Source: an optimization exercise on an open RTL-to-GDS flow (aim: small area). Production flows keep margins and buffers that such runs may drop. In this exercise RTL edits were held to simulation tests only and were not proved equivalent to the original. Power is estimated from default activity; no workload was simulated.

==> flow/design.v <==
module cabe_encoder (
    input  wire        clk,
    input  wire        rst,         
    input  wire        start,       
    input  wire [9:0]  cfg_w,       
    input  wire [15:0] cfg_h,       
    input  wire [31:0] cfg_cap,     
    input  wire        pix_valid,
    input  wire        pix_data,
    output wire        pix_ready,
    output wire        ob_we,
    output wire [31:0] ob_addr,
    output wire        ob_wdata,
    input  wire        ob_rdata,    
    output wire        done,
    output wire [31:0] keys,
    output wire [31:0] bitlen,
    output wire        trunc
);
    localparam MAX_W = 640;
    localparam S_IDLE   = 3'd0;
    localparam S_P1     = 3'd1;
    localparam S_KEYGEN = 3'd2;
    localparam S_P2     = 3'd3;
    localparam S_EMIT   = 3'd4;
    localparam S_CARRY  = 3'd5;
    localparam S_FLUSH  = 3'd6;
    localparam S_DONE   = 3'd7;
    reg [2:0]  state;
    reg [9:0]  w_r;
    reg [15:0] h_r;
    reg [31:0] cap_r;
    reg [9:0]  x;
    reg [15:0] y;
    reg [MAX_W-1:0] rowbuf;   
    reg        ul_r;          
    reg        lf_r;          
    wire       up  = rowbuf[x];
    wire [2:0] key = {lf_r, up, ul_r};
    wire       last_x   = (x == w_r - 10'd1);
    wire       last_pix = last_x && (y == h_r - 16'd1);
    reg [31:0] streak;
    reg [2:0]  prev_key;
    reg        prev_col;
    reg [47:0] avg [0:7];     
    reg [31:0] zc  [0:7];
    reg [31:0] oc  [0:7];
    reg [31:0] keys_r;
    reg [7:0]  a_r;
    reg [7:0]  c_r;
    reg [31:0] bitlen_r;
    reg        trunc_r;
    reg [3:0]  cnt;           
    reg        end_after;     
    reg        wr_after;      
    reg [31:0] cidx;          
    wire       accept = pix_valid && pix_ready;
    assign pix_ready = (state == S_P1) || (state == S_P2);
    wire       kchg = (key != prev_key);
    wire       cchg = (pix_data != prev_col);
    wire       do_fold = kchg && !cchg;
    wire [48:0] fold_sum = {1'b0, avg[prev_key]} + {1'b0, streak, 16'd0};
    function [3:0] nibble;
        input [47:0] a;
        input [31:0] z;
        input [31:0] o;
        reg   [48:0] r;
        reg   [2:0]  s;
        begin
            r = ({1'b0, a} + 49'h8000) >> 16;
            if (r < 49'd1)
                s = 3'd1;
            else if (r > 49'd7)
                s = 3'd7;
            else
                s = r[2:0];
            nibble = {s, (z > o)};
        end
    endfunction
    wire [31:0] keys_next = {nibble(avg[0], zc[0], oc[0]), nibble(avg[1], zc[1], oc[1]),
                             nibble(avg[2], zc[2], oc[2]), nibble(avg[3], zc[3], oc[3]),
                             nibble(avg[4], zc[4], oc[4]), nibble(avg[5], zc[5], oc[5]),
                             nibble(avg[6], zc[6], oc[6]), nibble(avg[7], zc[7], oc[7])};
    wire [3:0] kt_nib   = keys_r[31 - 4*key -: 4];
    wire [2:0] kt_shift = kt_nib[3:1];
    wire       kt_color = kt_nib[0];
    wire [7:0] reduced  = a_r >> kt_shift;
    wire       hit      = (pix_data == kt_color);
    wire [8:0] miss_sum = {1'b0, c_r} + {1'b0, reduced};
    wire [7:0] miss_a   = a_r - reduced;
    wire       wrbit    = (state == S_EMIT) || (state == S_FLUSH);
    wire       room     = (bitlen_r < cap_r);
    assign ob_we    = (wrbit && room) || (state == S_CARRY);
    assign ob_addr  = (state == S_CARRY) ? cidx : bitlen_r;
    assign ob_wdata = (state == S_CARRY) ? !ob_rdata : c_r[7];
    assign done   = (state == S_DONE);
    assign keys   = keys_r;
    assign bitlen = bitlen_r;
    assign trunc  = trunc_r;
    integer k;
    always @(posedge clk) begin
        if (rst) begin
            state <= S_IDLE;
        end else begin
            case (state)
                S_IDLE, S_DONE: begin
                    if (start) begin
                        w_r      <= cfg_w;
                        h_r      <= cfg_h;
                        cap_r    <= cfg_cap;
                        x        <= 10'd0;
                        y        <= 16'd0;
                        rowbuf   <= {MAX_W{1'b0}};
                        ul_r     <= 1'b0;
                        lf_r     <= 1'b0;
                        streak   <= 32'd0;
                        prev_key <= 3'd0;
                        prev_col <= 1'b0;
                        for (k = 0; k < 8; k = k + 1) begin
                            avg[k] <= 48'd0;
                            zc[k]  <= 32'd0;
                            oc[k]  <= 32'd0;
                        end
                        state    <= S_P1;
                    end
                end
                S_P1: begin
                    if (accept) begin
                        if (do_fold) begin
                            avg[prev_key] <= fold_sum[48:1];
                            streak        <= 32'd1;
                        end else begin
                            streak        <= streak + 32'd1;
                        end
                        if (pix_data)
                            oc[key] <= oc[key] + 32'd1;
                        else
                            zc[key] <= zc[key] + 32'd1;
                        prev_key <= key;
                        prev_col <= pix_data;
                        rowbuf[x] <= pix_data;
                        if (last_x) begin
                            x    <= 10'd0;
                            y    <= y + 16'd1;
                            ul_r <= 1'b0;
                            lf_r <= 1'b0;
                        end else begin
                            x    <= x + 10'd1;
                            ul_r <= up;
                            lf_r <= pix_data;
                        end
                        if (last_pix)
                            state <= S_KEYGEN;
                    end
                end
                S_KEYGEN: begin
                    keys_r   <= keys_next;
                    x        <= 10'd0;
                    y        <= 16'd0;
                    rowbuf   <= {MAX_W{1'b0}};
                    ul_r     <= 1'b0;
                    lf_r     <= 1'b0;
                    a_r      <= 8'hFF;
                    c_r      <= 8'h00;
                    bitlen_r <= 32'd0;
                    trunc_r  <= 1'b0;
                    state    <= S_P2;
                end
                S_P2: begin
                    if (accept) begin
                        end_after <= last_pix;
                        if (hit) begin
                            a_r   <= reduced;
                            cnt   <= {1'b0, kt_shift};
                            state <= S_EMIT;
                        end else begin
                            a_r <= miss_a;
                            c_r <= miss_sum[7:0];
                            if (miss_sum[8] && bitlen_r != 32'd0) begin
                                cidx     <= bitlen_r - 32'd1;
                                wr_after <= !miss_a[7];
                                state    <= S_CARRY;
                            end else if (!miss_a[7]) begin
                                cnt   <= 4'd1;
                                state <= S_EMIT;
                            end else if (last_pix) begin
                                cnt   <= 4'd8;
                                state <= S_FLUSH;
                            end
                        end
                        rowbuf[x] <= pix_data;
                        if (last_x) begin
                            x    <= 10'd0;
                            y    <= y + 16'd1;
                            ul_r <= 1'b0;
                            lf_r <= 1'b0;
                        end else begin
                            x    <= x + 10'd1;
                            ul_r <= up;
                            lf_r <= pix_data;
                        end
                    end
                end
                S_CARRY: begin
                    if (ob_rdata && cidx != 32'd0) begin
                        cidx <= cidx - 32'd1;
                    end else if (wr_after) begin
                        cnt   <= 4'd1;
                        state <= S_EMIT;
                    end else if (end_after) begin
                        cnt   <= 4'd8;
                        state <= S_FLUSH;
                    end else begin
                        state <= S_P2;
                    end
                end
                S_EMIT, S_FLUSH: begin
                    if (room)
                        bitlen_r <= bitlen_r + 32'd1;
                    else
                        trunc_r  <= 1'b1;
                    c_r <= {c_r[6:0], 1'b0};
                    a_r <= {a_r[6:0], 1'b0};
                    cnt <= cnt - 4'd1;
                    if (cnt == 4'd1) begin
                        if (state == S_FLUSH)
                            state <= S_DONE;
                        else if (end_after) begin
                            cnt   <= 4'd8;
                            state <= S_FLUSH;
                        end else
                            state <= S_P2;
                    end
                end
                default: state <= S_IDLE;
            endcase
        end
    end
endmodule
==> flow/run.sh <==
#!/bin/bash
# synth_recipe.tcl (not shown) runs the flow's synth.tcl, then flattens the netlist and writes it again
# the make line also repeats each setting of config.mk as NAME=value (left out here)
make -C /OpenROAD-flow-scripts/flow DESIGN_CONFIG=/design/flow/config.mk WORK_HOME=/design/flow/orfs CLKGATE_MAP_FILE= SYNTH_SCRIPT=/design/flow/synth_recipe.tcl finish
==> flow/config.mk <==
export PLATFORM = sky130hd
export DESIGN_NAME = cabe_encoder
export DESIGN_NICKNAME = cabe_encoder
export VERILOG_FILES = /design/flow/design.v
export SDC_FILE = /design/flow/constraint.sdc
export NUM_CORES = 4
export LEC_CHECK = 0
export CAP_MARGIN = 20
export CORE_MARGIN = 2
export CORE_UTILIZATION = 40
export SLEW_MARGIN = 20
==> flow/constraint.sdc <==
create_clock -name core_clock -period 12.0 [get_ports {clk}]
set_input_delay 2.4000 -clock core_clock [delete_from_list [all_inputs] [get_ports {clk}]]
set_output_delay 2.4000 -clock core_clock [all_outputs]
set_load 0.01 [all_outputs]
==> impl_metrics.json <==
{
  "synth_warnings": 1,
  "rsz0062_at_grt": "no",
  "leakage_nw": 36.6,
  "drv_slew": 0,
  "synthCells": 9259,
  "grt_use_total_pct": 27.2,
  "cts_tree": "done",
  "synth_edf_count": 1657,
  "worstHoldEndpoint": "c_r[5]",
  "intPower_mw": 13.0,
  "ant_nets": 0,
  "path_max_fanout": 37,
  "synth_flop_cell": "edfxtp_1",
  "clkTransAtPathRegs_ns": 0.07,
  "setup_viol": 0,
  "sw_frac_of_total_pct": 37.0,
  "vias": 78100,
  "vdd_drop_max_uv": 165,
  "reg2reg_from": "x[0]",
  "dr_wl_met3_mm": 38.8,
  "cts_root_buf": "clkbuf_16",
  "layout.cells.non_filler": 12500,
  "routed_via_density": 6.23,
  "relSlewSlack_pct": 14.6,
  "cap_viol_max_count": 0,
  "grt_pass1_vias": 74700,
  "hold_class": "reg2reg",
  "worst_pin_slew_ns": 1.28,
  "r2r_cells": 33,
  "fmax_ghz": 0.0994,
  "reg2reg_to": "cnt[0]",
  "syn_avg_cell_area_um2": 10.5,
  "whs_path_depth": 2,
  "synth_commonest_cells": "edfxtp_1 (1657), nor2_1 (1167), nand2_1 (1020), a21oi_1 (858), o21ai_0 (813)",
  "synth_top_cell_by_area": "edfxtp_1",
  "place_hpwl_mm": 227,
  "ys_ff_latch": 1663,
  "rrSetupSlack_ns": 1.94,
  "area_delta_synth_final_pct": 11.5,
  "synth_area_leaders": "edfxtp_1 (51%), mux4_2 (7.5%), ha_1 (4.7%)",
  "pwr-share-clk_pct": 28.4,
  "die-area_um2": 246000,
  "crit_slowest_cell": "edfxtp_1",
  "synth_top_area_share_pct": 51.4,
  "seq_power_share_pct": 39.2,
  "cts_resized": 0,
  "crit_path_start_kind": "register",
  "wl_mm": 345,
  "firstDrtPassIters": 8,
  "setup_ws_ns": 1.94,
  "synth.most_common_cell": "edfxtp_1",
  "wl_per_cell_um": 27.5,
  "worstPathArrival_ns": 10.55,
  "die_y_um": 496,
  "h-tree-depth": 4,
  "finalCriticalPeriod_ns": 10.06,
  "power_per_cell_area_nw_per_um2": 191,
  "cp_slowest_stage_delay_ns": 1.03,
  "fin_skew_ns": 0.0715,
  "core-area_um2": 241000,
  "ys_seq_area_share_pct": 51.5,
  "nets": 9622,
  "met2_length_mm": 156,
  "io_pins": 165,
  "drtIter0Drc": 11500,
  "p_comb_share_pct": 32.4,
  "highest_layer": "met5",
  "cts_setup_buffers": 0,
  "overflow": 0,
  "period_share_pct": 83.8,
  "drive_gt1_share_pct": 10.4,
  "p_switching_mw": 7.65,
  "status": "complete, no violations",
  "critPathKind": "reg2reg",
  "place_ws_ns": 2.28,
  "synth-async-reset-ratio_pct": 0,
  "hp-start": "c_r[4]",
  "cts_buffer_depth": 3,
  "cts_hold_buffers": 0,
  "critical_path.endpoint_type": "register",
  "grt_pass1_wl_mm": 501,
  "fp.dieW_um": 496,
  "cts_made_buffers": 186,
  "dp.cells": 12200,
  "gp_congestion": 0.960,
  "numClockSinks": 1663,
  "grt_max_degree": 205,
  "syn-cell-area_um2": 96800,
  "initial_core_util_pct": 40.3,
  "crit_top_cell": "nor2_1",
  "met1_length_mm": 133,
  "clock_latency_ns": 0.87,
  "worstPathRequired_ns": 12.49,
  "syn_nets": 9686,
  "hold_ws_ns": 0.576,
  "io_buffers": 164,
  "antenna_found_initial": 13,
  "hold_viol": 0,
  "rows": 180,
  "drc": 0,
  "ys_types": 91
}
-- power groups by stage --
stage | Clock, mW | Combinational, mW | Sequential, mW
2_1_floorplan | 0 | 4.47 | 8.08
3_3_place_gp | 0 | 6.40 | 8.16
3_5_place_dp | 0 | 6.53 | 8.18
4_1_cts | 5.92 | 6.56 | 8.07
5_1_grt | 6.13 | 7.11 | 8.17
6_report | 5.87 | 6.68 | 8.10
-- worst max path at each step --
stage	from	slack, ns	end
finish	x[0]	1.94	cnt[0]
CTS	x[0]	2.24	cnt[0]
global route	x[0]	1.62	cnt[1]
floorplan	start	-1.66	rowbuf[0]
global placement	x[0]	2.31	cnt[1]
detailed placement	x[0]	2.28	cnt[0]
-- sequential cells by signal, indices dropped and copies added, names as in the netlist, 16 cells and up, named ones only --
register	flops
avg	264
bitlen_r	32
cap_r	32
cidx	32
h_r	16
keys_r	32
oc	256
rowbuf	640
streak	32
y	16
zc	256
-- critical path, delay by kind of cell (launching register included) --
family / cells / cell delay [ns]
AOI/OAI and AO/OA: 13 / 3.79
buffers and inverters: 3 / 0.89
muxes: 5 / 1.48
DFF: 1 / 1.03
and+or+nand+nor: 9 / 1.20
adders and majority gates: 3 / 1.19
-- logic make-up (layout without fill, tap and decap cells) --
logic type | after synthesis | after routing | synth area share, %
other | 0 | 7 | 0
xor gates and xnor gates | 284 | 284 | 2.62
AOI/OAI and AO/OA | 2160 | 2160 | 12.6
DFF | 1663 | 1663 | 51.5
muxes | 496 | 496 | 9.39
and+or+nand+nor | 3276 | 3276 | 15.1
buffers and inverters | 1017 | 1110 | 4.14
adders and majority gates | 363 | 363 | 4.71
-- placed cells by master (no fill, tap or decap), drive strengths merged, types with 13 or more instances in the layout --
| cell type | synthesis | final |
|---|---|---|
| edfxtp | 1657 | 1657 |
| nor2 | 1167 | 1167 |
| nand2 | 1021 | 1021 |
| a21oi | 859 | 859 |
| o21ai | 815 | 815 |
| inv | 396 | 406 |
| nand3 | 363 | 363 |
| ha | 360 | 360 |
| mux4 | 323 | 323 |
| clkbuf | 505 | 217 |
| buf | 114 | 204 |
| clkdlybuf4s50 | 0 | 163 |
| xor2 | 147 | 147 |
| nand4 | 142 | 142 |
| xnor2 | 137 | 137 |
| nor3 | 133 | 133 |
| mux2i | 109 | 109 |
| nor2b | 98 | 98 |
| clkinv | 2 | 90 |
| nand2b | 77 | 77 |
| a22oi | 66 | 66 |
| a31oi | 66 | 66 |
| mux2 | 64 | 64 |
| and3 | 64 | 64 |
| a21o | 60 | 60 |
| and2 | 45 | 45 |
| o21a | 45 | 45 |
| nor4 | 38 | 38 |
| a211oi | 36 | 36 |
| or3 | 33 | 33 |
| o22ai | 27 | 27 |
| o211ai | 23 | 23 |
| bufinv | 0 | 21 |
| nand3b | 20 | 20 |
| and4 | 20 | 20 |
| o31ai | 20 | 20 |
| a221oi | 16 | 16 |
| a2111oi | 16 | 16 |
| or2 | 15 | 15 |
| nor3b | 13 | 13 |
-- layout make-up --
cell class                      count  area, um2
Inverter                          398       1490
Clock buffer                      217       4770
Multi-Input combinational cell   6579      43200
Clock inverter                    128       1350
Antenna cell                        7       17.5
Timing Repair Buffer              367       3280
Fill cell                       22200     133000
Sequential cell                  1663      49900
Tap cell                         3185       3990
-- metrics by stage --
stage	power, mW	util [%]	area [um2]	TNS (ns)
global placement	14.6	42.3	102000	0
floorplan	12.5	-	96900	-1064.34
global route	21.4	44.9	108000	0
CTS	20.6	44.9	108000	0
detailed placement	14.7	42.3	102000	0
finish	20.6	44.9	108000	0
-- metal layers --
metal	GRT usage (%)	vias to the layer above
li1	-	33900
met1	36.2	38400
met2	42.4	4953
met3	6.13	844
met4	12.6	4
met5	0	-

[re-timing with driven ports]
How much do the figures lean on ideal ports? The routed layout below was timed once more, with nothing changed but the port constraints. Step 1 assumes that a clkbuf_16 drives the clock port and a buf_2 every other input. Step 2 also shifts input and output timing later by t, the mid clock arrival at the registers, as if the neighbouring blocks saw the same clock. Slacks: ideal ports / drivers / drivers and shift; pairs: ideal ports / drivers.
t (ns): 0.934
setup slack, ns: 1.941 / 1.941 / 1.941
clock arrival spread, ns: 0.075 / 0.074
After both steps this run still meets setup and hold. For this run, drivers alone change the setup slack by 0.000 ns; drivers and shift together by 0.000 ns.
